Background: an optimization exercise with open tools, aiming at small area, a short achievable clock period and few clock cycles per item. Do not read the settings as production practice. RTL that was checked went through simulation tests only; none was proved equivalent to the original. Only the layout flow was run in runs 1 to 4; the RTL was not checked for function there. No activity file was given, so power comes from the tool's default toggle rates.

**flow/config.mk**
```make
export PLATFORM = sky130hd
export DESIGN_NAME = cobs_enc
export DESIGN_NICKNAME = cobs_enc
export VERILOG_FILES = /design/flow/design.v
export SDC_FILE = /design/flow/constraint.sdc
export NUM_CORES = 4
export LEC_CHECK = 0
export CAP_MARGIN = 20
export CORE_MARGIN = 2
export CORE_UTILIZATION = 40
export CTS_BUF_LIST = sky130_fd_sc_hd__clkbuf_8
export CTS_CLUSTER_SIZE = 24
export SETUP_SLACK_MARGIN = 5
export SLEW_MARGIN = 20
```
**flow/run.sh**
```bash
#!/bin/bash
# synth_recipe.tcl (not shown) runs the flow's synth.tcl, then flattens the netlist and writes it again
# the make line also repeats each setting of config.mk as NAME=value (left out here)
make -C /OpenROAD-flow-scripts/flow DESIGN_CONFIG=/design/flow/config.mk WORK_HOME=/design/flow/orfs CLKGATE_MAP_FILE= SYNTH_SCRIPT=/design/flow/synth_recipe.tcl finish
```
**flow/constraint.sdc**
```tcl
create_clock -name core_clock -period 8.0 [get_ports {clk}]
set_input_delay 1.6000 -clock core_clock [delete_from_list [all_inputs] [get_ports {clk}]]
set_output_delay 1.6000 -clock core_clock [all_outputs]
set_load 0.01 [all_outputs]
```
**flow/design.v**
```verilog
module csum8_table (
    input  wire [7:0] idx,
    output wire [7:0] val
);
    assign val[0] = idx[2] ^ idx[4] ^ idx[5];
    assign val[1] = idx[0] ^ idx[3] ^ idx[5] ^ idx[6];
    assign val[2] = idx[0] ^ idx[1] ^ idx[4] ^ idx[6] ^ idx[7];
    assign val[3] = idx[0] ^ idx[1] ^ idx[4] ^ idx[7];
    assign val[4] = idx[0] ^ idx[1] ^ idx[4];
    assign val[5] = idx[1] ^ idx[2] ^ idx[5];
    assign val[6] = idx[0] ^ idx[2] ^ idx[3] ^ idx[6];
    assign val[7] = idx[1] ^ idx[3] ^ idx[4] ^ idx[7];
endmodule
module cobs_enc (
    input  wire       clk,
    input  wire       rst,           
    input  wire       in_valid,
    output wire       in_ready,
    input  wire [7:0] in_data,
    input  wire       in_last,       
    input  wire       in_empty,      
    input  wire       in_pre,        
    input  wire       in_cs,         
    output reg        out_valid,
    input  wire       out_ready,
    output reg  [7:0] out_data,
    output reg        out_last       
);
    localparam [7:0] SEED = 8'h55;
    localparam integer PD = 4;       
    localparam integer ED = 4;       
    reg  [7:0] mem [0:63];
    reg  [6:0] wp, wp1, rp;          
    wire       room1 = !(wp[6] != rp[6] && wp[5:0] == rp[5:0]);
    wire       room2 = room1 && !(wp1[6] != rp[6] && wp1[5:0] == rp[5:0]);
    reg        h_v, h_nz, h_last, h_empty, h_pre, h_cs;
    reg  [7:0] h_data;
    reg        s_v, s_nz, s_last, s_empty, s_pre, s_cs;
    reg  [7:0] s_data;
    assign in_ready = !s_v;
    wire accept = in_valid && !s_v;
    wire [12:0] in_beat = {in_data != 8'h00, in_last, in_empty, in_pre, in_cs, in_data};
    reg        in_frame;    
    reg        cs_cyc;      
    reg        fin;         
    reg        open;        
    reg  [6:0] osa;         
    reg  [5:0] n;
    reg  [1:0] k;
    reg        kn;          
    reg        k2;          
    reg  [7:0] crc;
    reg        crc_nz;
    reg        p_v;         
    reg  [5:0] p_a;
    reg  [7:0] p_d;
    reg  [PD-1:0] pf, pfv;           
    reg  [6:0]    ef [0:ED-1];       
    reg  [ED-1:0] efv;
    wire       tv     = cs_cyc || h_v;
    wire [7:0] tb     = cs_cyc ? crc : h_data;
    wire       t_nz   = cs_cyc ? crc_nz : h_nz;
    wire       first  = !cs_cyc && !in_frame;
    wire       t_data = cs_cyc || !h_empty;
    wire       ob     = open && !first;
    wire       t_lit  = t_data && t_nz;
    wire       t_split = t_lit && ob && kn;
    wire       t_new   = t_data && (!ob || t_split);      
    wire       t_zclose = t_data && !t_nz && ob && k2;
    wire       t_end  = cs_cyc || (h_last && !h_cs);
    wire       need2  = t_lit && t_new;
    wire       need1  = t_lit || t_new;
    wire       t_room = need2 ? room2 : (need1 ? room1 : 1'b1);
    wire       fin_go = fin && !efv[ED-1];
    wire       fin_r  = fin_go && open;
    wire       split_r = tv && t_split && !fin;
    wire       consume = tv && t_room && (!fin || fin_go) &&
                         !(first && pfv[PD-1]) &&
                         !(p_v && t_lit && (t_split || fin_r));
    wire       h_take  = consume && !cs_cyc;
    wire       zc_r   = consume && t_zclose;
    wire       res    = split_r || zc_r || fin_r;
    wire [7:0] res_d  = zc_r ? {2'd3, n} : {k, n};
    wire [5:0] lit_a  = t_new ? wp1[5:0] : wp[5:0];
    wire       lit_p  = tv && t_lit && !(p_v && (t_split || fin_r));
    wire       lit_ok = need2 ? room2 : room1;
    wire [5:0] wa     = lit_p ? lit_a : (p_v ? p_a : osa[5:0]);
    wire [7:0] wd     = lit_p ? tb : (p_v ? p_d : res_d);
    wire       we     = lit_p ? lit_ok : (p_v || res);
    wire       w1     = consume && t_data && (t_new != t_nz);
    wire       w2     = consume && t_data && t_new && t_nz;
    wire [7:0] in_crc = (first ? SEED : crc) ^ h_data;
    wire [7:0] crc_next;
    csum8_table u_table (.idx(in_crc), .val(crc_next));
    wire       p_read;      
    wire       pf_pop, ef_pop;
    reg        w_v;
    reg  [5:0] w_a;
    reg  [7:0] w_d;
    always @(posedge clk) begin
        if (rst)
            w_v <= 1'b0;
        else
            w_v <= we;
        w_a <= wa;
        w_d <= wd;
        if (w_v)
            mem[w_a] <= w_d;
    end
    integer i;
    always @(posedge clk) begin
        for (i = 0; i < PD; i = i + 1)
            if (pf_pop ? (i == PD - 1 || !pfv[i + 1]) : !pfv[i])
                pf[i] <= h_pre;
            else if (pf_pop)
                pf[i] <= pf[(i + 1) % PD];
        for (i = 0; i < ED; i = i + 1)
            if (ef_pop ? (i == ED - 1 || !efv[i + 1]) : !efv[i])
                ef[i] <= wp;
            else if (ef_pop)
                ef[i] <= ef[(i + 1) % ED];
    end
    wire pf_push = consume && first;
    always @(posedge clk) begin
        if (rst) begin
            pfv <= {PD{1'b0}};
            efv <= {ED{1'b0}};
        end else begin
            if (pf_push && !pf_pop)
                pfv <= {pfv[PD-2:0], 1'b1};
            else if (pf_pop && !pf_push)
                pfv <= {1'b0, pfv[PD-1:1]};
            if (fin_go && !ef_pop)
                efv <= {efv[ED-2:0], 1'b1};
            else if (ef_pop && !fin_go)
                efv <= {1'b0, efv[ED-1:1]};
        end
    end
    always @(posedge clk) begin
        if (rst) begin
            h_v      <= 1'b0;
            s_v      <= 1'b0;
            in_frame <= 1'b0;
            cs_cyc   <= 1'b0;
            fin      <= 1'b0;
            open     <= 1'b0;
            p_v      <= 1'b0;
            wp       <= 7'd0;
            wp1      <= 7'd1;
        end else begin
            if (!h_v || h_take) begin
                if (s_v) begin
                    h_v <= 1'b1;
                    {h_nz, h_last, h_empty, h_pre, h_cs, h_data} <=
                        {s_nz, s_last, s_empty, s_pre, s_cs, s_data};
                end else begin
                    h_v <= accept;
                    {h_nz, h_last, h_empty, h_pre, h_cs, h_data} <= in_beat;
                end
                s_v <= s_v && accept;
                if (accept)
                    {s_nz, s_last, s_empty, s_pre, s_cs, s_data} <= in_beat;
            end else if (accept) begin
                s_v <= 1'b1;
                {s_nz, s_last, s_empty, s_pre, s_cs, s_data} <= in_beat;
            end
            if (p_read)
                p_v <= res && (lit_p || p_v);
            else
                p_v <= res ? (lit_p || p_v) : (p_v && lit_p);
            if (res) begin
                p_a <= osa[5:0];
                p_d <= res_d;
            end
            if (w2) begin
                wp  <= wp + 7'd2;
                wp1 <= wp1 + 7'd2;
            end else if (w1) begin
                wp  <= wp1;
                wp1 <= wp1 + 7'd1;
            end
            if (fin_go) begin
                fin  <= 1'b0;
                open <= 1'b0;
            end
            if (split_r)
                open <= 1'b0;
            if (consume) begin
                if (cs_cyc)
                    cs_cyc <= 1'b0;
                else begin
                    in_frame <= !h_last;
                    crc      <= h_empty ? SEED : crc_next;
                    crc_nz   <= h_empty ? 1'b1 : (crc_next != 8'h00);
                    if (h_last && h_cs)
                        cs_cyc <= 1'b1;
                end
                if (t_end)
                    fin <= 1'b1;
                if (t_data) begin
                    if (t_new) begin
                        open <= 1'b1;
                        osa  <= wp;
                        n    <= t_nz ? 6'd1 : 6'd0;
                        k    <= t_nz ? 2'd0 : 2'd1;
                        kn   <= !t_nz;
                        k2   <= 1'b0;
                    end else if (t_nz) begin
                        n  <= n + 6'd1;
                        kn <= n == 6'd62;
                    end else if (t_zclose) begin
                        open <= 1'b0;
                    end else begin
                        k  <= k + 2'd1;
                        kn <= 1'b1;
                        k2 <= k == 2'd1;
                    end
                end
            end
        end
    end
    reg        o_body;      
    reg  [5:0] lits;        
    wire       lits_nz = lits != 6'd0;
    wire [6:0] cp      = open ? osa : wp;      
    wire       advance = !out_valid || out_ready;
    wire       byp     = p_v && p_a == rp[5:0];
    wire       w_hit   = w_v && w_a == rp[5:0];
    wire [7:0] rd      = w_hit ? w_d : (byp ? p_d : mem[rp[5:0]]);
    wire       st_pre  = !o_body && pfv[0] && pf[0];
    wire       body    = o_body || (pfv[0] && !pf[0]);
    wire       at_end  = efv[0] && rp == ef[0];
    wire       e_lit   = body && lits_nz;
    wire       e_term  = body && !lits_nz && at_end;
    wire       e_code  = body && !lits_nz && !at_end && rp != cp;
    wire       e_v     = st_pre || e_lit || e_term || e_code;
    assign p_read = advance && e_code && byp;
    assign pf_pop = advance && !o_body && pfv[0];
    assign ef_pop = advance && e_term;
    always @(posedge clk) begin
        if (rst) begin
            out_valid <= 1'b0;
            o_body    <= 1'b0;
            lits      <= 6'd0;
            rp        <= 7'd0;
        end else if (advance) begin
            out_valid <= e_v;
            out_data  <= (e_lit || e_code) ? rd : 8'h00;
            out_last  <= e_term;
            if (!o_body && pfv[0])
                o_body <= 1'b1;
            if (e_lit)
                lits <= lits - 6'd1;
            if (e_code)
                lits <= rd[5:0];
            if (e_lit || e_code)
                rp <= rp + 7'd1;
            if (e_term)
                o_body <= 1'b0;
        end
    end
endmodule
```
==> run_results.csv, run 1 <==
group,metric,value,unit
outcome,outcome,"no timing/DRC/antenna violations",
die,design.core.area,71400,sq um
global_routing,globalRouteOverflowTotal,0,
synthesis,post_synth_xor_area_fraction,2.55,%
pwr,switching_power,1.87,mW
global_routing,grt_pass1_vias,16400,
final_layout,postLayoutCellArea,32500,sq um
critical_path,crit_chain,"buf_2",
die,die_height,272,microns
sta,setup_slack,4.96,ns
drt,drt_first_iter_violations,1591,
sta,worst-slew-pin-transition,1.16,ns
drt,avgViaCountPerCell,5.65,
die,die_w,272,microns
drt,drt-total-wl,73.4,mm
final_layout,finalCoreUtilization,45.6,%
hold_path,min-delay-path-class,"flip-flop to flip-flop",
run,max-cap-violations,0,
critical_path,crit_path_max_incr_delay,0.51,ns
placed_design,gp_routability_congestion,0.828,
pwr,internal_power,5.67,mW
synthesis,async_reset_ff_share,0,%
placed_design,place_ws,3.66,ns
placed_design,detailedPlacementHpwl,44.2,mm
critical_path,timing.critical_path.from_type,"flip-flop",
synthesis,yosysSeqAreaShare,69.2,%
synthesis,post_synth_mux_area_share,13.9,%
final_layout,post_layout_nonfiller_instances,2887,
clock_tree,cts.sinks,684,
drt,post_drt_wl_per_cell,25.4,microns
sta,final-max-slew-violation-count,0,
critical_path,critPathKind,"flip-flop to output pin",
synthesis,syn_inst,1764,
synthesis,synth_adder_area_share,0.522,%
clock_tree,cts.htree.levels,3,
synthesis,synth-edff-count,619,
global_routing,antenna_found_initial,0,
final_layout,nets,1883,
synthesis,dominant_combinational_cell_family_by_area_after_synthesis,"multiplexers",
sta,fmaxAchievable,0.329,GHz
critical_path,required,6.40,ns
synthesis,synth_compound_gate_area_share,4.62,%
final_layout,area_growth,13.2,%
pwr,power.combinational.fraction,9.8,%
pwr,totalPowerFinal,7.55,mW
pwr,power.leakage,10.3,nW
drt,route.detailed.drc,0,
placed_design,placed_cells_incl_taps,2663,
sta,rsz_0062_raised_after_global_routing,"true",
sta,whs,0.485,ns
drt,ant_nets,0,
critical_path,length_in_cells_of_the_worst_reg_to_reg_path,8,
critical_path,path_max_fanout,1,
global_routing,pin_count_of_the_biggest_net_entering_global_routing,66,
critical_path,worst_path_max_delay_cell,"sky130_fd_sc_hd__edfxtp_1",
synthesis,yosysUniqueCellTypes,70,
synthesis,syn-mean-instance-area,16.3,sq um
sta,relSlewSlack,22.4,%
final_layout,nFillCells,6220,
clock_tree,clock-root-buffer,"sky130_fd_sc_hd__clkbuf_8",
critical_path,cp_data_arrival_time,1.44,ns
synthesis,yosys_register_bits,684,
synthesis,synth_nets,1792,
clock_tree,clkSlewWorstSetupHoldPaths,0.06,ns
sta,timing.setup.tns,0,ns
hold_path,hp-start,"osa[4]",
placed_design,port_buffers,26,
die,top_level_ports,27,
synthesis,synth_top_flop_cell,"sky130_fd_sc_hd__edfxtp_1",
clock_tree,insertion_delay,0.73,ns
die,rows,98,
sta,finalCriticalPeriod,3.04,ns
critical_path,path_depth,1,
pwr,power_frac_seq,54.2,%
global_routing,grt_pass1_wl,108,mm
global_routing,track_usage,19.7,%
hold_path,holdPathStages,0,
sta,clock-skew-final,0.0689,ns
drt,detail_route.first_pass.iterations,5,
critical_path,timing.critical_path.buf_inv,1,
clock_tree,clk_path_buf_depth,3,
die,fp.dieArea,74000,sq um
pwr,p_per_area,232,nW/um^2
placed_design,post_placement_cell_area,30000,sq um
sta,final_setup_violation_count,0,
synthesis,yosys.area_share.simple,7.39,%
clock_tree,tritoncts,"yes",
sta,hold_viol,0,
sta,period_share,38.0,%
final_layout,drive_above_1_share,23.4,%
critical_path,timing.critical_path.max_delay_family,"flip-flops",
pwr,p_clk_share,36.1,%
pwr,vdd_ir_drop_max,136,uV
critical_path,worstSetupEndpointType,"output pin",
final_layout,diodes_inserted,0,
drt,vias,16300,
pwr,switching_share,24.8,%
die,initial_utilization,40.3,%
synthesis,synthesis.area,28700,sq um
critical_path,critPathLaunch,"out_data[7]",
synthesis,synth_warnings,4,
clock_tree,cts_made_buffers,109,
-- layer usage --
metal / global-route usage (%) / share of wire (%) / vias to the layer above
met4: 5.36 / 2.3 / 0
met5: 0 / 0 / -
met3: 3.62 / 6.1 / 121
met2: 32.1 / 48 / 579
li1: - / - / 7109
met1: 27.3 / 43 / 8503
-- synthesized netlist by cell type, types with 4 or more instances --
cell	number	area share [%]
sky130_fd_sc_hd__a2111oi_0	10	0.30
sky130_fd_sc_hd__a211oi_1	27	0.71
sky130_fd_sc_hd__a21oi_1	49	0.85
sky130_fd_sc_hd__a22oi_1	8	0.21
sky130_fd_sc_hd__a31oi_1	15	0.33
sky130_fd_sc_hd__a32oi_1	4	0.12
sky130_fd_sc_hd__and2_1	6	0.13
sky130_fd_sc_hd__and3_1	4	0.087
sky130_fd_sc_hd__and4_1	4	0.12
sky130_fd_sc_hd__buf_1	18	0.24
sky130_fd_sc_hd__buf_2	29	0.51
sky130_fd_sc_hd__buf_4	5	0.13
sky130_fd_sc_hd__clkbuf_1	50	0.65
sky130_fd_sc_hd__dfxtp_1	65	4.5
sky130_fd_sc_hd__edfxtp_1	619	65
sky130_fd_sc_hd__ha_1	12	0.52
sky130_fd_sc_hd__inv_1	18	0.24
sky130_fd_sc_hd__mux2_2	67	2.6
sky130_fd_sc_hd__mux2i_1	40	1.4
sky130_fd_sc_hd__mux4_2	124	9.7
sky130_fd_sc_hd__nand2_1	85	1.1
sky130_fd_sc_hd__nand2b_1	18	0.39
sky130_fd_sc_hd__nand3_1	30	0.52
sky130_fd_sc_hd__nand4_1	12	0.26
sky130_fd_sc_hd__nand4b_1	6	0.18
sky130_fd_sc_hd__nor2_1	154	2.0
sky130_fd_sc_hd__nor2b_1	38	0.83
sky130_fd_sc_hd__nor3_1	28	0.49
sky130_fd_sc_hd__nor4_1	14	0.30
sky130_fd_sc_hd__o211ai_1	5	0.13
sky130_fd_sc_hd__o21ai_0	30	0.52
sky130_fd_sc_hd__o22ai_1	15	0.33
sky130_fd_sc_hd__o31ai_1	6	0.16
sky130_fd_sc_hd__or2_2	5	0.11
sky130_fd_sc_hd__or3_1	8	0.17
sky130_fd_sc_hd__xnor2_1	53	1.6
sky130_fd_sc_hd__xor2_1	28	0.85
-- cells by family (layout without fill, tap and decap cells) --
logic type | Yosys count | in the layout
AOI/OAI and AO/OA | 200 | 200
muxes | 234 | 234
buffers and inverters | 121 | 294
adders and majority gates | 12 | 12
DFF | 684 | 684
and+or+nand+nor | 431 | 431
xor gates and xnor gates | 82 | 82
-- cell type report --
class                   count  area [sq um]  share of cell area [%]
repair buffers             82           876                    2.69
multi-input cells         959          8540                    26.2
clock buffers             112          1540                    4.74
flip-flops and latches    684         19900                    61.2
clock inverters            81           397                    1.22
well taps                 950          1190                    3.65
inverters                  19          75.1                   0.231
-- path summary, 6_finish.rpt --
kind                      end  slack, ns
hold reg to reg        p_a[4]       0.48
setup / recovery  out_data[7]       4.96
hold / removal         p_a[4]       0.48
setup reg to reg      lits[0]       5.01
-- timing repair --
action,in CTS,in global routing
cloned,2,2
pin swaps,3,4
setup endpoints to repair,135,94
hold buffers,0,0
setup buffers,15,11
gates resized for setup,84,18
-- sequential cells by signal (all words and copies together), names as in the netlist, 2 cells and up, named ones only --
| name | cells |
|---|---|
| pfv | 4 |
| ef | 28 |
| mem | 512 |
| n | 6 |
| p_a | 6 |
| wp1 | 7 |
| k | 2 |
| wp | 7 |
| h_data | 8 |
| p_d | 8 |
| w_a | 6 |
| pf | 4 |
| lits | 6 |
| efv | 4 |
| s_data | 8 |
| crc | 8 |
| w_d | 8 |
| out_data | 8 |
| osa | 7 |
| rp | 7 |
-- power by group through the flow --
stage                     Combinational [mW]  Clock, mW  Sequential [mW]
after floorplan                        0.467          0             4.15
after global placement                 0.626          0             4.19
after detailed placement               0.638          0             4.19
after CTS                              0.712       2.78             4.09
after global routing                   0.797       2.93             4.09
final                                  0.739       2.72             4.09
-- placed cells by master, fill, tap and decap left out, drive strengths merged, types with 11 or more instances in the layout --
cell type / synthesis / routed
edfxtp: 619 / 619
nand3: 30 / 30
clkbuf: 50 / 115
a2111oi: 11 / 11
a21oi: 49 / 49
xor2: 28 / 28
nor3: 28 / 28
o22ai: 15 / 15
mux2: 68 / 68
nor2: 154 / 154
a211oi: 27 / 27
mux4: 124 / 124
dfxtp: 65 / 65
inv: 19 / 70
nand2b: 18 / 18
nor2b: 38 / 38
a31oi: 15 / 15
xnor2: 53 / 53
nand2: 86 / 86
ha: 12 / 12
nand4: 12 / 12
buf: 52 / 63
clkdlybuf4s50: 0 / 14
clkinv: 0 / 27
nor4: 16 / 16
o21ai: 34 / 34
mux2i: 42 / 42
==> run 2, diff against run 1 <==
--- a/flow/design.v
+++ b/flow/design.v
@@ -29,7 +29,8 @@
     localparam [7:0] SEED = 8'h55;
     localparam integer PD = 4;       
-    localparam integer ED = 4;       
+    localparam integer ED = 3;       
     reg  [7:0] mem [0:63];
-    reg  [6:0] wp, wp1, rp;          
+    reg  [6:0] wp, rp;
+    wire [6:0] wp1 = wp + 7'd1;
     wire       room1 = !(wp[6] != rp[6] && wp[5:0] == rp[5:0]);
     wire       room2 = room1 && !(wp1[6] != rp[6] && wp1[5:0] == rp[5:0]);
@@ -147,5 +148,4 @@
             p_v      <= 1'b0;
             wp       <= 7'd0;
-            wp1      <= 7'd1;
         end else begin
             if (!h_v || h_take) begin
@@ -173,11 +173,8 @@
                 p_d <= res_d;
             end
-            if (w2) begin
-                wp  <= wp + 7'd2;
-                wp1 <= wp1 + 7'd2;
-            end else if (w1) begin
-                wp  <= wp1;
-                wp1 <= wp1 + 7'd1;
-            end
+            if (w2)
+                wp <= wp + 7'd2;
+            else if (w1)
+                wp <= wp1;
             if (fin_go) begin
                 fin  <= 1'b0;
@@ -222,5 +219,5 @@
     reg        o_body;      
     reg  [5:0] lits;        
-    wire       lits_nz = lits != 6'd0;
+    reg        lits_nz;     
     wire [6:0] cp      = open ? osa : wp;      
     wire       advance = !out_valid || out_ready;
@@ -242,5 +239,5 @@
             out_valid <= 1'b0;
             o_body    <= 1'b0;
-            lits      <= 6'd0;
+            lits_nz   <= 1'b0;
             rp        <= 7'd0;
         end else if (advance) begin
@@ -250,8 +247,12 @@
             if (!o_body && pfv[0])
                 o_body <= 1'b1;
-            if (e_lit)
-                lits <= lits - 6'd1;
-            if (e_code)
-                lits <= rd[5:0];
+            if (e_lit) begin
+                lits    <= lits - 6'd1;
+                lits_nz <= lits != 6'd1;
+            end
+            if (e_code) begin
+                lits    <= rd[5:0];
+                lits_nz <= rd[5:0] != 6'd0;
+            end
             if (e_lit || e_code)
                 rp <= rp + 7'd1;
==> run_results.csv, run 2 <==
group,metric,value,unit
outcome,outcome,"no timing/DRC/antenna violations",
sta,finalCriticalPeriod,3.02,ns
synthesis,post-synth-top-area-fraction,66.1,%
critical_path,worst_path_max_delay_cell,"sky130_fd_sc_hd__edfxtp_1",
die,initial_utilization,40.2,%
clock_tree,cts.htree.levels,3,
synthesis,async_reset_ff_share,0,%
synthesis,syn-mean-instance-area,17.2,sq um
clock_tree,clkSlewWorstSetupHoldPaths,0.07,ns
sta,relSlewSlack,24.2,%
die,design.core.area,69800,sq um
drt,post_drt_wl_per_cell,24.8,microns
global_routing,grt_pass1_vias,15400,
final_layout,max_flop_register,"mem",
global_routing,globalRouteOverflowTotal,0,
hold_path,min-delay-path-class,"flip-flop to flip-flop",
sta,timing.setup.tns,0,ns
critical_path,timing.critical_path.buf_inv,1,
clock_tree,clock-root-buffer,"sky130_fd_sc_hd__clkbuf_8",
synthesis,yosysUniqueCellTypes,66,
final_layout,diodes_inserted,0,
placed_design,detailedPlacementHpwl,41.4,mm
critical_path,timing.critical_path.max_delay_family,"flip-flops",
pwr,p_clk_share,37.6,%
global_routing,pin_count_of_the_biggest_net_entering_global_routing,66,
placed_design,gp_routability_congestion,0.863,
critical_path,path_max_fanout,1,
pwr,switching_power,1.73,mW
sta,rsz_0062_raised_after_global_routing,"true",
run,max-cap-violations,0,
die,die_height,269,microns
synthesis,netlist_top_cells_area,"sky130_fd_sc_hd__edfxtp_1, sky130_fd_sc_hd__mux4_2, sky130_fd_sc_hd__dfxtp_1",
drt,avgViaCountPerCell,5.55,
pwr,switching_share,23.7,%
final_layout,area_growth,14.7,%
global_routing,track_usage,19.2,%
sta,period_share,37.7,%
drt,route.detailed.drc,0,
pwr,power_frac_seq,54.6,%
drt,detail_route.first_pass.iterations,6,
clock_tree,cts_made_buffers,109,
synthesis,synth-edff-count,618,
synthesis,synth_nets,1663,
pwr,power.combinational.fraction,7.8,%
final_layout,drive_above_1_share,26.7,%
clock_tree,holdBufCountCts,0,
sta,clock-skew-final,0.0426,ns
synthesis,synthTopCellsByCount,"sky130_fd_sc_hd__edfxtp_1, sky130_fd_sc_hd__nor2_1, sky130_fd_sc_hd__mux4_2",
die,top_level_ports,27,
final_layout,layout.cells.most_common_list,"sky130_fd_sc_hd__edfxtp_1, sky130_fd_sc_hd__mux4_2, sky130_fd_sc_hd__nor2_1, sky130_fd_sc_hd__clkbuf_8, sky130_fd_sc_hd__nand2_1",
sta,worst-slew-pin-transition,1.13,ns
critical_path,timing.critical_path.from_type,"flip-flop",
critical_path,crit_path_max_incr_delay,0.51,ns
synthesis,syn_inst,1635,
critical_path,worstSetupEndpointType,"output pin",
final_layout,mostFrequentLayoutCell,"sky130_fd_sc_hd__edfxtp_1",
die,fp.dieArea,72300,sq um
pwr,vdd_ir_drop_max,135,uV
clock_tree,insertion_delay,0.71,ns
critical_path,required,6.40,ns
clock_tree,tritoncts,"yes",
final_layout,largest_register_ff_count,512,
clock_tree,cts.sinks,670,
final_layout,reg.largest.list,"mem (512), ef (21)",
sta,whs,0.494,ns
drt,vias,15400,
synthesis,yosysSeqAreaShare,69.8,%
synthesis,synth_warnings,4,
drt,drt_first_iter_violations,1647,
pwr,p_per_area,227,nW/um^2
synthesis,synthesis.area,28100,sq um
die,rows,97,
sta,final-max-slew-violation-count,0,
pwr,internal_power,5.58,mW
synthesis,synth_top_flop_cell,"sky130_fd_sc_hd__edfxtp_1",
sta,fmaxAchievable,0.331,GHz
clock_tree,clk_path_buf_depth,3,
drt,ant_nets,0,
pwr,power.leakage,10.2,nW
synthesis,synth.most_common_cell,"sky130_fd_sc_hd__edfxtp_1",
critical_path,critPathKind,"flip-flop to output pin",
critical_path,cp_data_arrival_time,1.42,ns
synthesis,yosys_register_bits,670,
drt,drt-total-wl,68.9,mm
placed_design,port_buffers,26,
global_routing,grt_pass1_wl,101,mm
final_layout,nets,1782,
sta,hold_viol,0,
sta,final_setup_violation_count,0,
global_routing,antenna_found_initial,0,
critical_path,crit_chain,"buf_2",
synthesis,synth.largest_area_cell,"sky130_fd_sc_hd__edfxtp_1",
die,die_w,269,microns
## run 2: kinds of logic after synthesis
logic type / share of synthesized area [%]
flip-flops: 69.8
AO/OA/AOI/OAI: 3.73
AND/OR/NAND/NOR: 6.26
adder cells (fa/ha/maj): 0.535
multiplexers: 15.3
buffers and inverters: 1.84
XOR/XNOR: 2.58
## run 2: cell type report
cell class	count	area, sq um
clock buffers	117	1610
clock inverters	81	390
fillers	5951	37600
inverters	13	56.3
multi-input cells	858	8190
flip-flops and latches	670	19700
well taps	940	1180
repair buffers	102	1130
## run 2: metal layers
metal | share of wire, % | global-route usage, % | up-vias
li1 | - | - | 6730
met1 | 43 | 26.3 | 7983
met2 | 48 | 30.7 | 598
met3 | 6.8 | 4.37 | 124
met4 | 2.5 | 5.30 | 0
met5 | 0 | 0 | -
## run 2: worst paths after layout
check             slack [ns]        start  depth (start not counted)           to
hold reg to reg         0.49       osa[2]                          0       p_a[2]
setup reg to reg        4.99    flip-flop                          9  out_data[7]
hold / removal          0.49       osa[2]                          0       p_a[2]
setup / recovery        4.98  out_data[7]                          1  out_data[7]
## run 2: timing repair
item / in CTS / in global routing
gates cloned: 3 / 2
pin swaps: 0 / 10
buffers inserted: 13 / 32
resized for setup: 95 / 41
endpoints found under the setup margin: 127 / 97
endpoints found under the hold margin: 0 / 0
## run 2: power by group through the flow
stage	logic (mW)	registers (mW)	clock network, mW
final	0.574	3.99	2.75
after global routing	0.623	4.00	2.95
after CTS	0.539	3.99	2.80
after detailed placement	0.488	4.08	0
after global placement	0.477	4.08	0
after floorplan	0.335	4.07	0
## run 2: stage by stage
stage	cell area (sq um)	instances	util, %	total power [mW]	setup slack (ns)
after global routing	32200	2781	46.2	7.57	4.91
after floorplan	28100	1635	-	4.40	5.04
after global placement	29300	2530	41.9	4.55	3.99
final	32200	2781	46.2	7.31	4.98
after detailed placement	29300	2531	42.0	4.56	3.99
after CTS	31700	2745	45.4	7.33	4.86
==> run 3, diff against run 2 <==
==> flow/flow/run.sh (new file) <==
#!/bin/bash
# Layout flow: the standard flow (standard.sh, unchanged synthesis) with
# a tighter setup target for the repair steps, resizing not held to the
# original cell footprint, and port buffers from a faster buffer cell.
set -euo pipefail
bash standard.sh \
    SETUP_SLACK_MARGIN=5.2 \
    MATCH_CELL_FOOTPRINT=0 \
    "BUFFER_PORTS_ARGS=-buffer_cell sky130_fd_sc_hd__buf_4" \
    finish > standard_flow.log 2>&1
==> flow/standard.sh (new file) <==
#!/bin/bash
# synth_recipe.tcl (not shown) runs the flow's synth.tcl, then flattens the netlist and writes it again
# the make line also repeats each setting of config.mk as NAME=value (left out here)
make -C /OpenROAD-flow-scripts/flow DESIGN_CONFIG=/design/flow/config.mk WORK_HOME=/design/flow/orfs CLKGATE_MAP_FILE= SYNTH_SCRIPT=/design/flow/synth_recipe.tcl "${@:-finish}"
--- a/flow/config.mk
+++ b/flow/config.mk
@@ -11,4 +11,3 @@
 export CTS_BUF_LIST = sky130_fd_sc_hd__clkbuf_8
 export CTS_CLUSTER_SIZE = 24
-export SETUP_SLACK_MARGIN = 5
 export SLEW_MARGIN = 20
removed: flow/run.sh
==> run_results.csv, run 3 <==
group,metric,value,unit
synthesis,post-synth-top-area-fraction,66.1,%
critical_path,crit_chain,"buf_12, clkbuf_16, mux4_2, mux4_2, mux4_2, mux2i_1, a211oi_1",
synthesis,synth-edff-count,618,
synthesis,post_synth_xor_area_fraction,2.58,%
die,die_height,269,microns
sta,timing.setup.tns,0,ns
synthesis,yosys.area_share.simple,6.26,%
pwr,power.leakage,10.3,nW
die,rows,97,
synthesis,synthTopCellsByCount,"sky130_fd_sc_hd__edfxtp_1, sky130_fd_sc_hd__nor2_1, sky130_fd_sc_hd__mux4_2",
sta,clock-skew-final,0.0277,ns
clock_tree,insertion_delay,0.71,ns
hold_path,hp-start,"osa[4]",
synthesis,synth_top_flop_cell,"sky130_fd_sc_hd__edfxtp_1",
final_layout,max_flop_register,"mem",
synthesis,synthesis.area,28100,sq um
drt,route.detailed.drc,0,
global_routing,grt_pass1_vias,15400,
synthesis,yosysSeqAreaShare,69.8,%
run,max-cap-violations,0,
sta,final_setup_violation_count,0,
critical_path,timing.critical_path.buf_inv,2,
hold_path,min-delay-path-class,"flip-flop to flip-flop",
final_layout,mostFrequentLayoutCell,"sky130_fd_sc_hd__edfxtp_1",
clock_tree,clkSlewWorstSetupHoldPaths,0.06,ns
critical_path,worstSetupEndpointType,"flip-flop",
synthesis,synth.most_common_cell,"sky130_fd_sc_hd__edfxtp_1",
clock_tree,cts.htree.levels,3,
pwr,p_per_area,224,nW/um^2
synthesis,synth_compound_gate_area_share,3.73,%
critical_path,worst_path_max_delay_cell,"sky130_fd_sc_hd__mux4_2",
critical_path,cp_data_arrival_time,3.45,ns
critical_path,path_depth,7,
die,die_w,269,microns
critical_path,regToRegSetupSlack,4.97,ns
synthesis,post_synth_mux_area_share,15.3,%
drt,post_drt_wl_per_cell,25.4,microns
clock_tree,tritoncts,"yes",
synthesis,async_reset_ff_share,0,%
placed_design,gp_routability_congestion,0.905,
final_layout,area_growth,15.7,%
drt,detail_route.first_pass.iterations,5,
synthesis,yosys_register_bits,670,
critical_path,r2r-end,"out_data[6]",
drt,vias,15600,
final_layout,nets,1790,
drt,avgViaCountPerCell,5.61,
sta,hold_viol,0,
final_layout,drive_above_1_share,29.4,%
drt,drt-total-wl,70.8,mm
pwr,vdd_ir_drop_max,135,uV
outcome,outcome,"no timing/DRC/antenna violations",
die,design.core.area,69800,sq um
critical_path,crit_path_max_incr_delay,0.55,ns
synthesis,dominant_combinational_cell_family_by_area_after_synthesis,"multiplexers",
die,top_level_ports,27,
final_layout,nFillCells,5963,
clock_tree,cts.sinks,670,
critical_path,timing.critical_path.from_type,"flip-flop",
critical_path,path_max_fanout,7,
clock_tree,cts_made_buffers,106,
synthesis,syn_inst,1635,
hold_path,min_to,"p_a[4]",
synthesis,synth_nets,1663,
global_routing,antenna_found_initial,2,
critical_path,required,8.41,ns
synthesis,synth.largest_area_cell,"sky130_fd_sc_hd__edfxtp_1",
synthesis,syn-mean-instance-area,17.2,sq um
pwr,totalPowerFinal,7.27,mW
placed_design,detailedPlacementHpwl,40.7,mm
global_routing,globalRouteOverflowTotal,0,
final_layout,reg.largest.list,"mem (512), ef (21)",
clock_tree,clk_path_buf_depth,3,
critical_path,crit_top_cell,"sky130_fd_sc_hd__mux4_2",
global_routing,grt_pass1_wl,103,mm
clock_tree,clock-root-buffer,"sky130_fd_sc_hd__clkbuf_8",
critical_path,length_in_cells_of_the_worst_reg_to_reg_path,7,
sta,rsz_0062_raised_after_global_routing,"true",
sta,period_share,37.9,%
synthesis,yosysUniqueCellTypes,66,
global_routing,pin_count_of_the_biggest_net_entering_global_routing,66,
sta,fmaxAchievable,0.330,GHz
drt,ant_nets,0,
synthesis,netlist_top_cells_area,"sky130_fd_sc_hd__edfxtp_1, sky130_fd_sc_hd__mux4_2, sky130_fd_sc_hd__dfxtp_1",
die,initial_utilization,40.2,%
critical_path,timing.critical_path.max_delay_family,"multiplexers",
hold_path,holdPathStages,0,
drt,drt_first_iter_violations,1412,
sta,worst-slew-pin-transition,1.15,ns
critical_path,critPathKind,"flip-flop to flip-flop",
sta,finalCriticalPeriod,3.03,ns
sta,final-max-slew-violation-count,0,
global_routing,track_usage,19.6,%
final_layout,layout.cells.most_common_list,"sky130_fd_sc_hd__edfxtp_1, sky130_fd_sc_hd__mux4_2, sky130_fd_sc_hd__nor2_1, sky130_fd_sc_hd__clkbuf_8, sky130_fd_sc_hd__buf_4",
sta,relSlewSlack,22.9,%
placed_design,port_buffers,26,
final_layout,largest_register_ff_count,512,
synthesis,synth_adder_area_share,0.535,%
synthesis,synth_warnings,4,
die,fp.dieArea,72300,sq um
[run 3: cell counts after synthesis]
Identical to the previous run, type by type.
[run 3: metrics by stage]
step	setup slack (ns)	std cells	util (%)	area, sq um	hold slack (ns)
finish	4.97	2787	46.5	32500	0.483
global route	4.93	2786	46.5	32500	0.468
CTS	4.96	2764	45.9	32000	0.489
detailed placement	3.95	2526	41.9	29200	0.473
global placement	3.99	2525	41.9	29200	0.469
floorplan	5.21	1635	-	28100	0.403
[run 3: area by class of cell]
| class | instances | area [sq um] | area share [%] |
|---|---|---|---|
| diodes | 1 | 2.50 | 0.00771 |
| inverters | 13 | 56.3 | 0.173 |
| flip-flops and latches | 670 | 19700 | 60.6 |
| clock inverters | 80 | 368 | 1.13 |
| clock buffers | 112 | 1540 | 4.75 |
| repair buffers | 113 | 1290 | 3.97 |
| well taps | 940 | 1180 | 3.62 |
| multi-input cells | 858 | 8380 | 25.8 |
[run 3: cells by family after synthesis]
group           Yosys count
compound gates          157
buf+inv                 107
xor+xnor                 81
flops                   670
fa+ha+maj                12
simple gates            366
mux                     242
[run 3: worst max path at each step]
stage                  end   startpoint  slack (ns)
4_1_cts        out_data[0]  out_data[0]        4.96
3_5_place_dp       lits_nz    flip-flop        3.95
2_1_floorplan  out_data[6]    flip-flop        5.21
6_report       out_data[6]    flip-flop        4.97
5_1_grt            lits[1]    flip-flop        4.93
3_3_place_gp       lits_nz    flip-flop        3.99
[run 3: what timing repair did]
action                                  4_1_cts  5_1_grt
buffers inserted                             36       18
cloned                                       10        3
resized for setup                            98       45
endpoints found under the hold margin         0        0
pin swaps                                    13       18
endpoints found under the setup margin      148       99
hold buffers                                  0        0
[run 3: per-layer routing]
layer / routed length [microns] / share of wire [%] / vias up / GRT usage, %
met5: 8 / 0.011 / - / 0
met4: 1690 / 2.4 / 2 / 5.29
met1: 30500 / 43 / 8115 / 27.9
met2: 33300 / 47 / 635 / 30.4
met3: 5380 / 7.6 / 122 / 4.47
li1: - / - / 6750 / -
[run 3: power breakdown]
part | internal (mW) | switching [mW] | total, mW
combinational | 0.265 | 0.357 | 0.622
sequential | 3.93 | 0.0656 | 3.99
clock | 1.32 | 1.33 | 2.66
total | 5.52 | 1.76 | 7.27
==> run 4, diff against run 3 <==
--- a/flow/config.mk
+++ b/flow/config.mk
@@ -9,5 +9,6 @@
 export CORE_MARGIN = 2
 export CORE_UTILIZATION = 40
-export CTS_BUF_LIST = sky130_fd_sc_hd__clkbuf_8
-export CTS_CLUSTER_SIZE = 24
+export CTS_BUF_LIST = sky130_fd_sc_hd__clkbuf_16
+export CTS_CLUSTER_DIAMETER = 80
+export CTS_CLUSTER_SIZE = 20
 export SLEW_MARGIN = 20
==> run_results.csv, run 4 <==
group,metric,value,unit
hold_path,holdPathStages,0,
synthesis,synthTopCellsByCount,"sky130_fd_sc_hd__edfxtp_1, sky130_fd_sc_hd__nor2_1, sky130_fd_sc_hd__mux4_2",
final_layout,diodes_inserted,0,
clock_tree,clkSlewWorstSetupHoldPaths,0.08,ns
critical_path,cp_data_arrival_time,3.30,ns
sta,fmaxAchievable,0.336,GHz
global_routing,grt_pass1_vias,14900,
drt,avgViaCountPerCell,5.70,
pwr,power.combinational.fraction,8.9,%
pwr,switching_share,23.2,%
critical_path,timing.critical_path.from_type,"flip-flop",
synthesis,synth_warnings,4,
pwr,switching_power,1.57,mW
synthesis,syn_inst,1635,
clock_tree,insertion_delay,0.61,ns
sta,rsz_0062_raised_after_global_routing,"true",
global_routing,grt_pass1_wl,101,mm
pwr,p_clk_share,32.4,%
critical_path,critPathKind,"flip-flop to flip-flop",
sta,final_setup_violation_count,0,
synthesis,post-synth-top-area-fraction,66.1,%
sta,timing.setup.tns,0,ns
sta,final-max-slew-violation-count,0,
final_layout,drive_above_1_share,26.7,%
clock_tree,cts.htree.levels,2,
synthesis,yosysUniqueCellTypes,66,
drt,route.detailed.drc,0,
die,die_height,269,microns
clock_tree,clock-root-buffer,"sky130_fd_sc_hd__clkbuf_16",
sta,relSlewSlack,25.0,%
synthesis,yosys_register_bits,670,
die,fp.dieArea,72300,sq um
synthesis,netlist_top_cells_area,"sky130_fd_sc_hd__edfxtp_1, sky130_fd_sc_hd__mux4_2, sky130_fd_sc_hd__dfxtp_1",
die,design.core.area,69800,sq um
drt,drt-total-wl,69.2,mm
global_routing,globalRouteOverflowTotal,0,
die,rows,97,
final_layout,max_flop_register,"mem",
final_layout,area_growth,12.8,%
critical_path,required,8.32,ns
final_layout,finalCoreUtilization,45.4,%
global_routing,pin_count_of_the_biggest_net_entering_global_routing,66,
final_layout,nets,1722,
sta,whs,0.494,ns
synthesis,post_synth_mux_area_share,15.3,%
synthesis,synth_adder_area_share,0.535,%
synthesis,dominant_combinational_cell_family_by_area_after_synthesis,"multiplexers",
pwr,p_per_area,214,nW/um^2
synthesis,synth_nets,1663,
critical_path,path_max_fanout,7,
drt,ant_nets,0,
sta,clock-skew-final,0.0308,ns
drt,detail_route.first_pass.iterations,5,
hold_path,min-delay-path-class,"flip-flop to flip-flop",
pwr,vdd_ir_drop_max,163,uV
die,top_level_ports,27,
synthesis,synth_top_flop_cell,"sky130_fd_sc_hd__edfxtp_1",
critical_path,worstSetupEndpointType,"flip-flop",
run,max-cap-violations,0,
final_layout,reg.largest.list,"mem (512), ef (21)",
synthesis,post_synth_xor_area_fraction,2.58,%
synthesis,yosys.area_share.simple,6.26,%
critical_path,length_in_cells_of_the_worst_reg_to_reg_path,7,
final_layout,largest_register_ff_count,512,
hold_path,hp-start,"osa[4]",
synthesis,synthesis.area,28100,sq um
synthesis,synth_compound_gate_area_share,3.73,%
final_layout,layout.cells.most_common_list,"sky130_fd_sc_hd__edfxtp_1, sky130_fd_sc_hd__mux4_2, sky130_fd_sc_hd__nor2_1, sky130_fd_sc_hd__buf_4, sky130_fd_sc_hd__nand2_1",
global_routing,antenna_found_initial,2,
clock_tree,cts.sinks,670,
placed_design,gp_routability_congestion,0.905,
synthesis,synth.largest_area_cell,"sky130_fd_sc_hd__edfxtp_1",
sta,finalCriticalPeriod,2.98,ns
final_layout,mostFrequentLayoutCell,"sky130_fd_sc_hd__edfxtp_1",
synthesis,synth.most_common_cell,"sky130_fd_sc_hd__edfxtp_1",
synthesis,async_reset_ff_share,0,%
drt,post_drt_wl_per_cell,26.1,microns
die,initial_utilization,40.2,%
outcome,outcome,"no timing/DRC/antenna violations",
clock_tree,holdBufCountCts,0,
pwr,power.leakage,9.71,nW
sta,period_share,37.2,%
critical_path,regToRegSetupSlack,5.02,ns
sta,worst-slew-pin-transition,1.12,ns
pwr,power_frac_seq,58.7,%
synthesis,yosysSeqAreaShare,69.8,%
placed_design,detailedPlacementHpwl,40.7,mm
hold_path,min_to,"p_a[4]",
synthesis,syn-mean-instance-area,17.2,sq um
sta,hold_viol,0,
pwr,totalPowerFinal,6.79,mW
drt,drt_first_iter_violations,1257,
clock_tree,cts_made_buffers,41,
global_routing,track_usage,19.3,%
die,die_w,269,microns
placed_design,port_buffers,26,
clock_tree,tritoncts,"yes",
critical_path,r2r-end,"out_data[6]",
clock_tree,clk_path_buf_depth,3,
pwr,internal_power,5.22,mW
synthesis,synth-edff-count,618,
drt,vias,15100,
## run 4: cell types whose count changed in the layout (fill, tap and decap cells not counted), moves of 3 or more
cell,before,now
sky130_fd_sc_hd__inv_1,48,18
sky130_fd_sc_hd__nor2_1,134,137
sky130_fd_sc_hd__clkbuf_8,112,0
sky130_fd_sc_hd__buf_4,70,76
sky130_fd_sc_hd__clkinv_2,14,1
sky130_fd_sc_hd__buf_6,18,14
sky130_fd_sc_hd__clkbuf_16,7,47
sky130_fd_sc_hd__nor2_2,11,7
sky130_fd_sc_hd__clkinv_1,21,1
## run 4: kinds of logic after synthesis
family	after synthesis
AOI/OAI and AO/OA	157
xor gates and xnor gates	81
adders and majority gates	12
buffers and inverters	107
DFF	670
muxes	242
and+or+nand+nor	366
## run 4: final cells by class
type	instances	area, sq um
timing repair buffer	110	1150
sequential	670	19700
clock buffer	43	1080
tap	940	1180
fill	5951	38100
inverter	13	56.3
multi-input combinational	858	8380
clock inverter	19	160
## run 4: how the worst max path moves through the flow
stage | endpoint | slack [ns]
floorplan | out_data[6] | 5.21
global placement | lits_nz | 3.99
detailed placement | lits_nz | 3.95
CTS | out_data[6] | 5.03
global route | out_data[7] | 5.00
finish | out_data[6] | 5.02
## run 4: repair_timing
item / 4_1_cts / 5_1_grt
pin swaps: 12 / 12
resized for setup: 96 / 37
setup buffers: 37 / 17
setup endpoints to repair: 147 / 112
cloned: 9 / 0
## run 4: per-layer routing
layer / track usage (%) / part of all wire (%) / vias to the layer above
li1: - / - / 6552
met5: 0 / 0.010 / -
met2: 30.5 / 47 / 557
met4: 5.14 / 2.3 / 2
met1: 27.7 / 44 / 7935
met3: 3.36 / 6.6 / 80
## run 4: power by group through the flow
stage	sequential [mW]	clock, mW	combinational [mW]
after floorplan	4.07	0	0.337
after global placement	4.07	0	0.479
after detailed placement	4.07	0	0.491
after CTS	3.98	2.24	0.582
after global routing	3.99	2.35	0.649
final	3.98	2.20	0.604
## run 4: critical path, stage by stage (launching register included)
cell	delay [ns]
sky130_fd_sc_hd__dfxtp_4	0.45
sky130_fd_sc_hd__buf_12	0.18
sky130_fd_sc_hd__clkbuf_16	0.20
sky130_fd_sc_hd__mux4_2	0.52
sky130_fd_sc_hd__mux4_2	0.51
sky130_fd_sc_hd__mux4_2	0.55
sky130_fd_sc_hd__mux2i_1	0.17
sky130_fd_sc_hd__a211oi_1	0.09
## run 4: per-stage QoR
step	setup slack (ns)	cells	area, sq um
after floorplan	5.21	1635	28100
after global placement	3.99	2525	29200
after detailed placement	3.95	2526	29200
after CTS	5.03	2634	31400
after global routing	5.00	2653	31700
final	5.02	2653	31700
==> run 5, diff against run 4 <==
--- a/flow/design.v
+++ b/flow/design.v
@@ -29,8 +29,7 @@
     localparam [7:0] SEED = 8'h55;
     localparam integer PD = 4;       
-    localparam integer ED = 3;       
+    localparam integer ED = 4;       
     reg  [7:0] mem [0:63];
-    reg  [6:0] wp, rp;
-    wire [6:0] wp1 = wp + 7'd1;
+    reg  [6:0] wp, wp1, rp;          
     wire       room1 = !(wp[6] != rp[6] && wp[5:0] == rp[5:0]);
     wire       room2 = room1 && !(wp1[6] != rp[6] && wp1[5:0] == rp[5:0]);
@@ -148,4 +147,5 @@
             p_v      <= 1'b0;
             wp       <= 7'd0;
+            wp1      <= 7'd1;
         end else begin
             if (!h_v || h_take) begin
@@ -173,8 +173,11 @@
                 p_d <= res_d;
             end
-            if (w2)
-                wp <= wp + 7'd2;
-            else if (w1)
-                wp <= wp1;
+            if (w2) begin
+                wp  <= wp + 7'd2;
+                wp1 <= wp1 + 7'd2;
+            end else if (w1) begin
+                wp  <= wp1;
+                wp1 <= wp1 + 7'd1;
+            end
             if (fin_go) begin
                 fin  <= 1'b0;
--- a/flow/config.mk
+++ b/flow/config.mk
@@ -9,6 +9,5 @@
 export CORE_MARGIN = 2
 export CORE_UTILIZATION = 40
-export CTS_BUF_LIST = sky130_fd_sc_hd__clkbuf_16
-export CTS_CLUSTER_DIAMETER = 80
-export CTS_CLUSTER_SIZE = 20
+export CTS_BUF_LIST = sky130_fd_sc_hd__clkbuf_8
+export CTS_CLUSTER_SIZE = 24
 export SLEW_MARGIN = 20
==> run_results.csv, run 5 <==
group,metric,value,unit
sta,clock-skew-final,0.0492,ns
synthesis,yosys_register_bits,685,
synthesis,synth.most_common_cell,"sky130_fd_sc_hd__edfxtp_1",
clock_tree,insertion_delay,0.73,ns
clock_tree,cts.sinks,685,
die,die_height,272,microns
critical_path,critPathKind,"flip-flop to output pin",
global_routing,globalRouteOverflowTotal,0,
clock_tree,tritoncts,"yes",
clock_tree,holdBufCountCts,0,
die,die_w,272,microns
final_layout,max_flop_register,"mem",
hold_path,holdPathStages,0,
die,initial_utilization,40.3,%
die,rows,98,
drt,detail_route.first_pass.iterations,5,
placed_design,post_placement_cell_area,29900,sq um
critical_path,crit_path_max_incr_delay,0.50,ns
sta,rsz_0062_raised_after_global_routing,"true",
sta,whs,0.503,ns
synthesis,synthTopCellsByCount,"sky130_fd_sc_hd__edfxtp_1, sky130_fd_sc_hd__nor2_1, sky130_fd_sc_hd__mux4_2",
critical_path,path_depth,1,
placed_design,detailedPlacementHpwl,43.0,mm
critical_path,crit_chain,"buf_6",
pwr,p_per_area,226,nW/um^2
clock_tree,clock-root-buffer,"sky130_fd_sc_hd__clkbuf_8",
synthesis,synth.largest_area_cell,"sky130_fd_sc_hd__edfxtp_1",
die,top_level_ports,27,
final_layout,nFillCells,6170,
final_layout,mostFrequentLayoutCell,"sky130_fd_sc_hd__edfxtp_1",
clock_tree,cts_made_buffers,106,
clock_tree,clkSlewWorstSetupHoldPaths,0.07,ns
sta,setup_slack,5.02,ns
critical_path,timing.critical_path.buf_inv,1,
drt,post_drt_wl_per_cell,24.7,microns
die,design.core.area,71400,sq um
synthesis,netlist_top_cells_area,"sky130_fd_sc_hd__edfxtp_1, sky130_fd_sc_hd__mux4_2, sky130_fd_sc_hd__dfxtp_1",
placed_design,place_ws,4.24,ns
run,max-cap-violations,0,
final_layout,area_growth,15.3,%
sta,fmaxAchievable,0.336,GHz
placed_design,port_buffers,26,
synthesis,syn_inst,1755,
pwr,power.leakage,10.7,nW
sta,finalCriticalPeriod,2.98,ns
synthesis,synth_warnings,4,
global_routing,grt_pass1_wl,106,mm
critical_path,path_max_fanout,1,
global_routing,grt_pass1_vias,16500,
die,fp.dieArea,74000,sq um
critical_path,required,6.40,ns
hold_path,min-delay-path-class,"flip-flop to flip-flop",
synthesis,synthesis.area,28700,sq um
synthesis,yosysUniqueCellTypes,74,
synthesis,post-synth-top-area-fraction,65.3,%
placed_design,placed_cells_incl_taps,2649,
synthesis,syn-mean-instance-area,16.4,sq um
critical_path,length_in_cells_of_the_worst_reg_to_reg_path,8,
critical_path,worst_path_max_delay_cell,"sky130_fd_sc_hd__edfxtp_1",
drt,drt-total-wl,72.0,mm
pwr,totalPowerFinal,7.47,mW
synthesis,async_reset_ff_share,0,%
global_routing,antenna_found_initial,1,
synthesis,synth_top_flop_cell,"sky130_fd_sc_hd__edfxtp_1",
synthesis,synth-edff-count,625,
placed_design,gp_routability_congestion,0.876,
sta,final_setup_violation_count,0,
sta,relSlewSlack,25.7,%
critical_path,cp_data_arrival_time,1.38,ns
final_layout,postLayoutCellArea,33100,sq um
drt,avgViaCountPerCell,5.62,
drt,vias,16400,
final_layout,layout.cells.most_common_list,"sky130_fd_sc_hd__edfxtp_1, sky130_fd_sc_hd__nor2_1, sky130_fd_sc_hd__mux4_2, sky130_fd_sc_hd__clkbuf_8, sky130_fd_sc_hd__nand2_1",
drt,ant_nets,0,
drt,drt_first_iter_violations,1666,
sta,hold_viol,0,
final_layout,finalCoreUtilization,46.4,%
sta,worst-slew-pin-transition,1.11,ns
global_routing,pin_count_of_the_biggest_net_entering_global_routing,66,
global_routing,track_usage,19.3,%
clock_tree,cts.htree.levels,3,
drt,route.detailed.drc,0,
synthesis,synth_nets,1784,
sta,period_share,37.2,%
critical_path,timing.critical_path.max_delay_family,"flip-flops",
sta,final-max-slew-violation-count,0,
pwr,vdd_ir_drop_max,153,uV
sta,timing.setup.tns,0,ns
critical_path,timing.critical_path.from_type,"flip-flop",
final_layout,drive_above_1_share,26.9,%
final_layout,reg.largest.list,"mem (512), ef (28)",
final_layout,largest_register_ff_count,512,
critical_path,worstSetupEndpointType,"output pin",
clock_tree,clk_path_buf_depth,3,
outcome,outcome,"no timing/DRC/antenna violations",
synthesis,yosysSeqAreaShare,69.5,%
final_layout,nets,1902,
final_layout,post_layout_nonfiller_instances,2910,
run 5: cell type report:
cell class / instances / area (sq um) / share of cell area, %
antenna: 1 / 2.50 / 0.00755
clock buffer: 111 / 1530 / 4.61
clock inverter: 83 / 438 / 1.32
inverter: 21 / 97.6 / 0.295
multi-input combinational: 942 / 8560 / 25.8
sequential: 685 / 20000 / 60.5
tap: 950 / 1190 / 3.59
timing repair buffer: 117 / 1290 / 3.89
run 5: where the power goes:
part / internal [mW] / switching [mW]
registers: 4.01 / 0.0693
logic: 0.282 / 0.379
clock network: 1.38 / 1.35
total: 5.68 / 1.80
run 5: cell families after synthesis:
family	count (synthesis)	share of synthesized area, %
multiplexers	224	13.6
buffers and inverters	128	2.16
adder cells (fa/ha/maj)	13	0.566
AND/OR/NAND/NOR	417	6.96
XOR/XNOR	83	2.58
flip-flops	685	69.5
AO/OA/AOI/OAI	205	4.63
run 5: path summary, 6_finish.rpt:
kind | from | endpoint | slack (ns)
hold / removal | osa[1] | p_a[1] | 0.50
setup / recovery | out_data[0] | out_data[0] | 5.02
setup reg to reg | flip-flop | out_data[6] | 5.13
hold reg to reg | osa[1] | p_a[1] | 0.50
run 5: metal layers:
metal  share of wire [%]  vias to the layer above  routed length (microns)  global-route usage, %
li1                    -                     7124                        -                      -
met1                  43                     8460                    30900                   26.6
met2                  48                      655                    34400                   30.8
met3                 6.8                      117                     4900                   3.57
met4                 2.5                        0                     1800                   6.80
met5                   0                        -                        0                      0
run 5: timing repair:
item / CTS / global route
gates resized for setup: 87 / 51
endpoints found under the setup margin: 148 / 104
cloned: 9 / 4
pin swaps: 12 / 18
endpoints found under the hold margin: 0 / 0
buffers inserted: 28 / 25
Testbench counts of run 5, summed over its fixed seeds: cycles 22,869, bytes 21,605.
==> run 6, diff against run 5 <==
--- a/flow/config.mk
+++ b/flow/config.mk
@@ -9,5 +9,6 @@
 export CORE_MARGIN = 2
 export CORE_UTILIZATION = 40
-export CTS_BUF_LIST = sky130_fd_sc_hd__clkbuf_8
-export CTS_CLUSTER_SIZE = 24
+export CTS_BUF_LIST = sky130_fd_sc_hd__clkbuf_16
+export CTS_CLUSTER_DIAMETER = 60
+export CTS_CLUSTER_SIZE = 30
 export SLEW_MARGIN = 20
==> run_results.csv, run 6 <==
group,metric,value,unit
critical_path,crit_path_max_incr_delay,0.50,ns
pwr,power.leakage,10.3,nW
die,initial_utilization,40.3,%
critical_path,worstSetupEndpointType,"output pin",
clock_tree,tritoncts,"yes",
synthesis,syn_inst,1755,
sta,timing.setup.tns,0,ns
critical_path,crit_chain,"buf_6",
synthesis,syn-mean-instance-area,16.4,sq um
synthesis,yosysUniqueCellTypes,74,
sta,clock-skew-final,0.0443,ns
clock_tree,clk_path_buf_depth,3,
final_layout,nFillCells,6100,
drt,wirelength_met1,30.3,mm
final_layout,mostFrequentLayoutCell,"sky130_fd_sc_hd__edfxtp_1",
die,die_w,272,microns
sta,hold_viol,0,
final_layout,reg.largest.list,"mem (512), ef (28)",
die,die_height,272,microns
die,rows,98,
placed_design,detailedPlacementHpwl,43.0,mm
final_layout,layout.cells.most_common_list,"sky130_fd_sc_hd__edfxtp_1, sky130_fd_sc_hd__nor2_1, sky130_fd_sc_hd__mux4_2, sky130_fd_sc_hd__nand2_1, sky130_fd_sc_hd__buf_4",
global_routing,grt_pass1_vias,15700,
synthesis,synth_top_flop_cell,"sky130_fd_sc_hd__edfxtp_1",
drt,avgViaCountPerCell,5.69,
final_layout,largest_register_ff_count,512,
drt,vias,15900,
critical_path,required,6.40,ns
drt,detail_route.first_pass.iterations,5,
final_layout,nets,1836,
drt,ant_nets,0,
synthesis,synthesis.area,28700,sq um
clock_tree,clkSlewWorstSetupHoldPaths,0.10,ns
clock_tree,cts.sinks,685,
critical_path,critPathLaunch,"out_data[0]",
hold_path,min-delay-path-class,"flip-flop to flip-flop",
placed_design,port_buffers,26,
synthesis,yosysSeqAreaShare,69.5,%
global_routing,track_usage,18.9,%
synthesis,synth.most_common_cell,"sky130_fd_sc_hd__edfxtp_1",
global_routing,globalRouteOverflowTotal,0,
clock_tree,clock-root-buffer,"sky130_fd_sc_hd__clkbuf_16",
critical_path,path_max_fanout,1,
critical_path,timing.critical_path.max_delay_family,"flip-flops",
final_layout,area_growth,14.2,%
pwr,vdd_ir_drop_max,130,uV
sta,final-max-slew-violation-count,0,
die,top_level_ports,27,
synthesis,synth_nets,1784,
final_layout,sequential_cell_area,20000,sq um
final_layout,diodes_inserted,0,
critical_path,timing.critical_path.from_type,"flip-flop",
synthesis,synth.largest_area_cell,"sky130_fd_sc_hd__edfxtp_1",
sta,relSlewSlack,25.5,%
synthesis,post-synth-top-area-fraction,65.3,%
critical_path,cp_data_arrival_time,1.28,ns
placed_design,gp_routability_congestion,0.876,
sta,worst-slew-pin-transition,1.11,ns
sta,fmaxAchievable,0.347,GHz
synthesis,synth_warnings,4,
global_routing,antenna_found_initial,2,
synthesis,yosys_register_bits,685,
critical_path,timing.critical_path.buf_inv,1,
critical_path,worst_path_max_delay_cell,"sky130_fd_sc_hd__edfxtp_1",
drt,drt-total-wl,70.7,mm
synthesis,async_reset_ff_share,0,%
die,fp.dieArea,74000,sq um
drt,post_drt_wl_per_cell,25.3,microns
final_layout,multi_input_gate_area,8610,sq um
drt,routed-wl-met2,34.0,mm
drt,route.met3.wl,4.94,mm
sta,rsz_0062_raised_after_global_routing,"true",
hold_path,hp-start,"osa[1]",
drt,drt_first_iter_violations,1540,
clock_tree,cts_made_buffers,42,
die,design.core.area,71400,sq um
clock_tree,insertion_delay,0.62,ns
synthesis,synth-edff-count,625,
critical_path,critPathKind,"flip-flop to output pin",
pwr,p_per_area,222,nW/um^2
synthesis,synthTopCellsByCount,"sky130_fd_sc_hd__edfxtp_1, sky130_fd_sc_hd__nor2_1, sky130_fd_sc_hd__mux4_2",
sta,finalCriticalPeriod,2.88,ns
global_routing,pin_count_of_the_biggest_net_entering_global_routing,66,
final_layout,finalCoreUtilization,46.0,%
clock_tree,cts.htree.levels,2,
outcome,outcome,"no timing/DRC/antenna violations",
synthesis,netlist_top_cells_area,"sky130_fd_sc_hd__edfxtp_1, sky130_fd_sc_hd__mux4_2, sky130_fd_sc_hd__dfxtp_1",
final_layout,drive_above_1_share,25.5,%
global_routing,grt_pass1_wl,104,mm
run,max-cap-violations,0,
drt,route.detailed.drc,0,
drt,top_layer_used,"met5",
final_layout,max_flop_register,"mem",
sta,final_setup_violation_count,0,
sta,period_share,36.1,%
## run 6: cell counts after synthesis
Identical to the previous run, type by type.
## run 6: per-stage QoR
step	area, sq um	hold slack, ns	instances	worst slack, ns	total power [mW]
4_1_cts	32300	0.510	2762	5.08	7.29
3_5_place_dp	29900	0.487	2649	4.24	4.70
6_report	32800	0.514	2790	5.12	7.29
2_1_floorplan	28900	0.403	1755	5.03	4.53
5_1_grt	32800	0.526	2790	5.08	7.49
3_3_place_gp	29900	0.487	2649	4.35	4.68
## run 6: report_power, final
| group | total [mW] | internal [mW] | switching [mW] |
|---|---|---|---|
| Combinational | 0.673 | 0.289 | 0.384 |
| Sequential | 4.07 | 4.01 | 0.0679 |
| Clock | 2.54 | 1.18 | 1.36 |
| Total | 7.29 | 5.48 | 1.81 |
## run 6: path summary, 6_finish.rpt
kind,end,slack (ns),cells after the start
hold / removal,p_a[1],0.51,0
setup / recovery,out_data[0],5.12,1
hold reg to reg,p_a[1],0.51,0
setup reg to reg,out_data[7],5.17,8
## run 6: cell families (layout without fill, tap and decap cells)
logic type	Yosys count	after routing	share of synthesized area, %
flip-flops	685	685	69.5
AND/OR/NAND/NOR	417	417	6.96
multiplexers	224	224	13.6
AO/OA/AOI/OAI	205	205	4.63
buffers and inverters	128	213	2.16
XOR/XNOR	83	83	2.58
adder cells (fa/ha/maj)	13	13	0.566
## run 6: what timing repair did
| action | in CTS | in global routing |
|---|---|---|
| pin swaps | 7 | 21 |
| buffers inserted | 25 | 28 |
| resized for setup | 90 | 55 |
| hold buffers | 0 | 0 |
| endpoints found under the setup margin | 150 | 109 |
| gates cloned | 11 | 0 |
## run 6: metal layers
metal / up-vias / GRT usage, %
met3: 87 / 2.94
met5: - / 0
li1: 6951 / -
met2: 551 / 30.8
met4: 2 / 4.44
met1: 8281 / 26.8
## run 6: area by class of cell
class,instances,share of cell area [%]
multi-input combinational,942,26.2
tap,950,3.62
inverter,21,0.301
timing repair buffer,115,4.03
sequential,685,61.0
clock inverter,34,1.54
clock buffer,43,3.28
==> run 7, diff against run 6 <==
--- a/flow/flow/run.sh
+++ b/flow/flow/run.sh
@@ -5,5 +5,5 @@
 set -euo pipefail
 bash standard.sh \
-    SETUP_SLACK_MARGIN=5.2 \
+    SETUP_SLACK_MARGIN=5.4 \
     MATCH_CELL_FOOTPRINT=0 \
     "BUFFER_PORTS_ARGS=-buffer_cell sky130_fd_sc_hd__buf_4" \
--- a/flow/config.mk
+++ b/flow/config.mk
@@ -10,5 +10,5 @@
 export CORE_UTILIZATION = 40
 export CTS_BUF_LIST = sky130_fd_sc_hd__clkbuf_16
-export CTS_CLUSTER_DIAMETER = 60
-export CTS_CLUSTER_SIZE = 30
+export CTS_CLUSTER_DIAMETER = 80
+export CTS_CLUSTER_SIZE = 20
 export SLEW_MARGIN = 20
==> run_results.csv, run 7 <==
group,metric,value,unit
final_layout,reg.largest.list,"mem (512), ef (28)",
critical_path,path_max_fanout,17,
drt,detail_route.first_pass.iterations,5,
die,top_level_ports,27,
global_routing,globalRouteOverflowTotal,0,
hold_path,holdPathStages,0,
clock_tree,holdBufCountCts,0,
synthesis,async_reset_ff_share,0,%
final_layout,max_flop_register,"mem",
global_routing,antenna_found_initial,2,
clock_tree,clkSlewWorstSetupHoldPaths,0.09,ns
synthesis,syn_inst,1755,
pwr,power.leakage,10.4,nW
sta,finalCriticalPeriod,2.90,ns
die,initial_utilization,40.3,%
final_layout,mostFrequentLayoutCell,"sky130_fd_sc_hd__edfxtp_1",
critical_path,length_in_cells_of_the_worst_reg_to_reg_path,6,
synthesis,synth_top_flop_cell,"sky130_fd_sc_hd__edfxtp_1",
placed_design,gp_routability_congestion,0.863,
synthesis,yosysSeqAreaShare,69.5,%
sta,relSlewSlack,27.8,%
critical_path,timing.critical_path.buf_inv,1,
final_layout,layout.cells.most_common_list,"sky130_fd_sc_hd__edfxtp_1, sky130_fd_sc_hd__nor2_1, sky130_fd_sc_hd__mux4_2, sky130_fd_sc_hd__buf_4, sky130_fd_sc_hd__nand2_1",
sta,period_share,36.2,%
synthesis,synth.most_common_cell,"sky130_fd_sc_hd__edfxtp_1",
critical_path,crit_path_max_incr_delay,0.57,ns
sta,final-max-slew-violation-count,0,
sta,setup_slack,5.10,ns
drt,route.detailed.drc,0,
synthesis,synthesis.area,28700,sq um
synthesis,synth_warnings,4,
clock_tree,cts.htree.levels,2,
sta,rsz_0062_raised_after_global_routing,"true",
critical_path,worstSetupEndpointType,"flip-flop",
hold_path,hp-start,"osa[5]",
clock_tree,clock-root-buffer,"sky130_fd_sc_hd__clkbuf_16",
sta,clock-skew-final,0.0169,ns
final_layout,nets,1868,
synthesis,syn-mean-instance-area,16.4,sq um
sta,worst-slew-pin-transition,1.08,ns
global_routing,track_usage,19.0,%
sta,fmaxAchievable,0.345,GHz
final_layout,post_layout_nonfiller_instances,2813,
critical_path,worst_path_max_delay_cell,"sky130_fd_sc_hd__mux4_2",
critical_path,required,8.32,ns
die,fp.dieArea,74000,sq um
synthesis,synth-edff-count,625,
sta,timing.setup.tns,0,ns
synthesis,yosysUniqueCellTypes,74,
die,die_height,272,microns
outcome,outcome,"no timing/DRC/antenna violations",
critical_path,critPathKind,"flip-flop to flip-flop",
sta,final_setup_violation_count,0,
global_routing,grt_pass1_vias,15700,
synthesis,synth_nets,1784,
final_layout,largest_register_ff_count,512,
placed_design,post_placement_cell_area,29900,sq um
critical_path,r2r-end,"out_data[6]",
sta,hold_viol,0,
drt,drt_first_iter_violations,1628,
synthesis,yosys_register_bits,685,
final_layout,area_growth,14.2,%
critical_path,timing.critical_path.max_delay_family,"multiplexers",
drt,post_drt_wl_per_cell,25.1,microns
run,max-cap-violations,0,
critical_path,regToRegSetupSlack,5.10,ns
pwr,p_per_area,209,nW/um^2
clock_tree,tritoncts,"yes",
die,design.core.area,71400,sq um
pwr,vdd_ir_drop_max,131,uV
clock_tree,insertion_delay,0.59,ns
==> run 7: cell counts after synthesis <==
No cell type changed its count.
==> run 7: layout make-up <==
type	count	area [sq um]
timing repair buffer	149	1650
inverter	21	98.8
sequential	685	20000
tap	950	1190
clock inverter	25	138
multi-input combinational	942	8680
fill	6117	38600
clock buffer	41	1030
==> run 7: how the worst max path moves through the flow <==
stage	from	endpoint	slack, ns	cells after the start
finish	flip-flop	out_data[6]	5.10	6
global placement	flip-flop	lits[1]	4.06	8
global route	flip-flop	out_data[6]	5.06	7
detailed placement	flip-flop	lits[1]	3.89	8
floorplan	out_ready	ef[2][0]	5.17	4
CTS	out_data[7]	out_data[7]	5.15	1
==> run 7: stage by stage <==
| stage | hold slack, ns | power (mW) |
|---|---|---|
| finish | 0.500 | 6.87 |
| global route | 0.516 | 7.08 |
| CTS | 0.500 | 6.88 |
| detailed placement | 0.489 | 4.70 |
| global placement | 0.479 | 4.69 |
| floorplan | 0.403 | 4.54 |
==> run 7: kinds of logic after synthesis <==
logic type	after synthesis	share of synthesized area (%)
buf+inv	128	2.16
compound gates	205	4.63
flops	685	69.5
fa+ha+maj	13	0.566
mux	224	13.6
simple gates	417	6.96
xor+xnor	83	2.58
==> run 7: power by group <==
| part | switching [mW] | internal [mW] | total (mW) |
|---|---|---|---|
| Sequential | 0.0677 | 4.01 | 4.07 |
| Clock | 1.14 | 0.969 | 2.11 |
| Combinational | 0.383 | 0.309 | 0.691 |
| Total | 1.59 | 5.28 | 6.87 |
==> run 7: layer usage <==
metal	GRT usage, %	share of wire, %	up-vias	routed length [microns]
met5	0	0.017	-	12
met4	5.52	2.8	2	2010
met3	3.13	6.7	108	4710
met2	29.8	46	536	32800
met1	27.4	44	8349	31100
li1	-	-	7001	-
==> run 7: repair_timing <==
action,CTS,global route
pin swaps,20,19
setup buffers,63,32
cloned,7,1
setup endpoints to repair,186,109
gates resized for setup,116,35

[port drivers added, routing unchanged]
No port has a modelled driver above. Below, the same layouts with a new extraction and two added sets of constraints.
Step 1 sets driving cells, clkbuf_16 on the clock port and buf_2 on the other inputs (assumed; they add their load-dependent delay and slew).
Step 2 times the ports against the registers' clock, not the clock port: input delays grow and output delays shrink by t, the midpoint of the rising clock arrivals with the driver on.
Three values: no drivers, after step 1, after step 2; two values: the first two.
run	shift t [ns]	setup WS [ns]
run 1	0.756	4.963 / 4.907 / 4.334
run 2	0.747	4.982 / 4.928 / 4.386
run 3	0.752	4.965 / 4.925 / 4.843
run 4	0.656	5.020 / 5.004 / 4.834
run 5	0.760	5.023 / 4.969 / 4.817
run 6	0.659	5.116 / 5.051 / 4.838
run 7	0.644	5.101 / 5.101 / 4.891
After both steps every run listed still meets setup and hold.
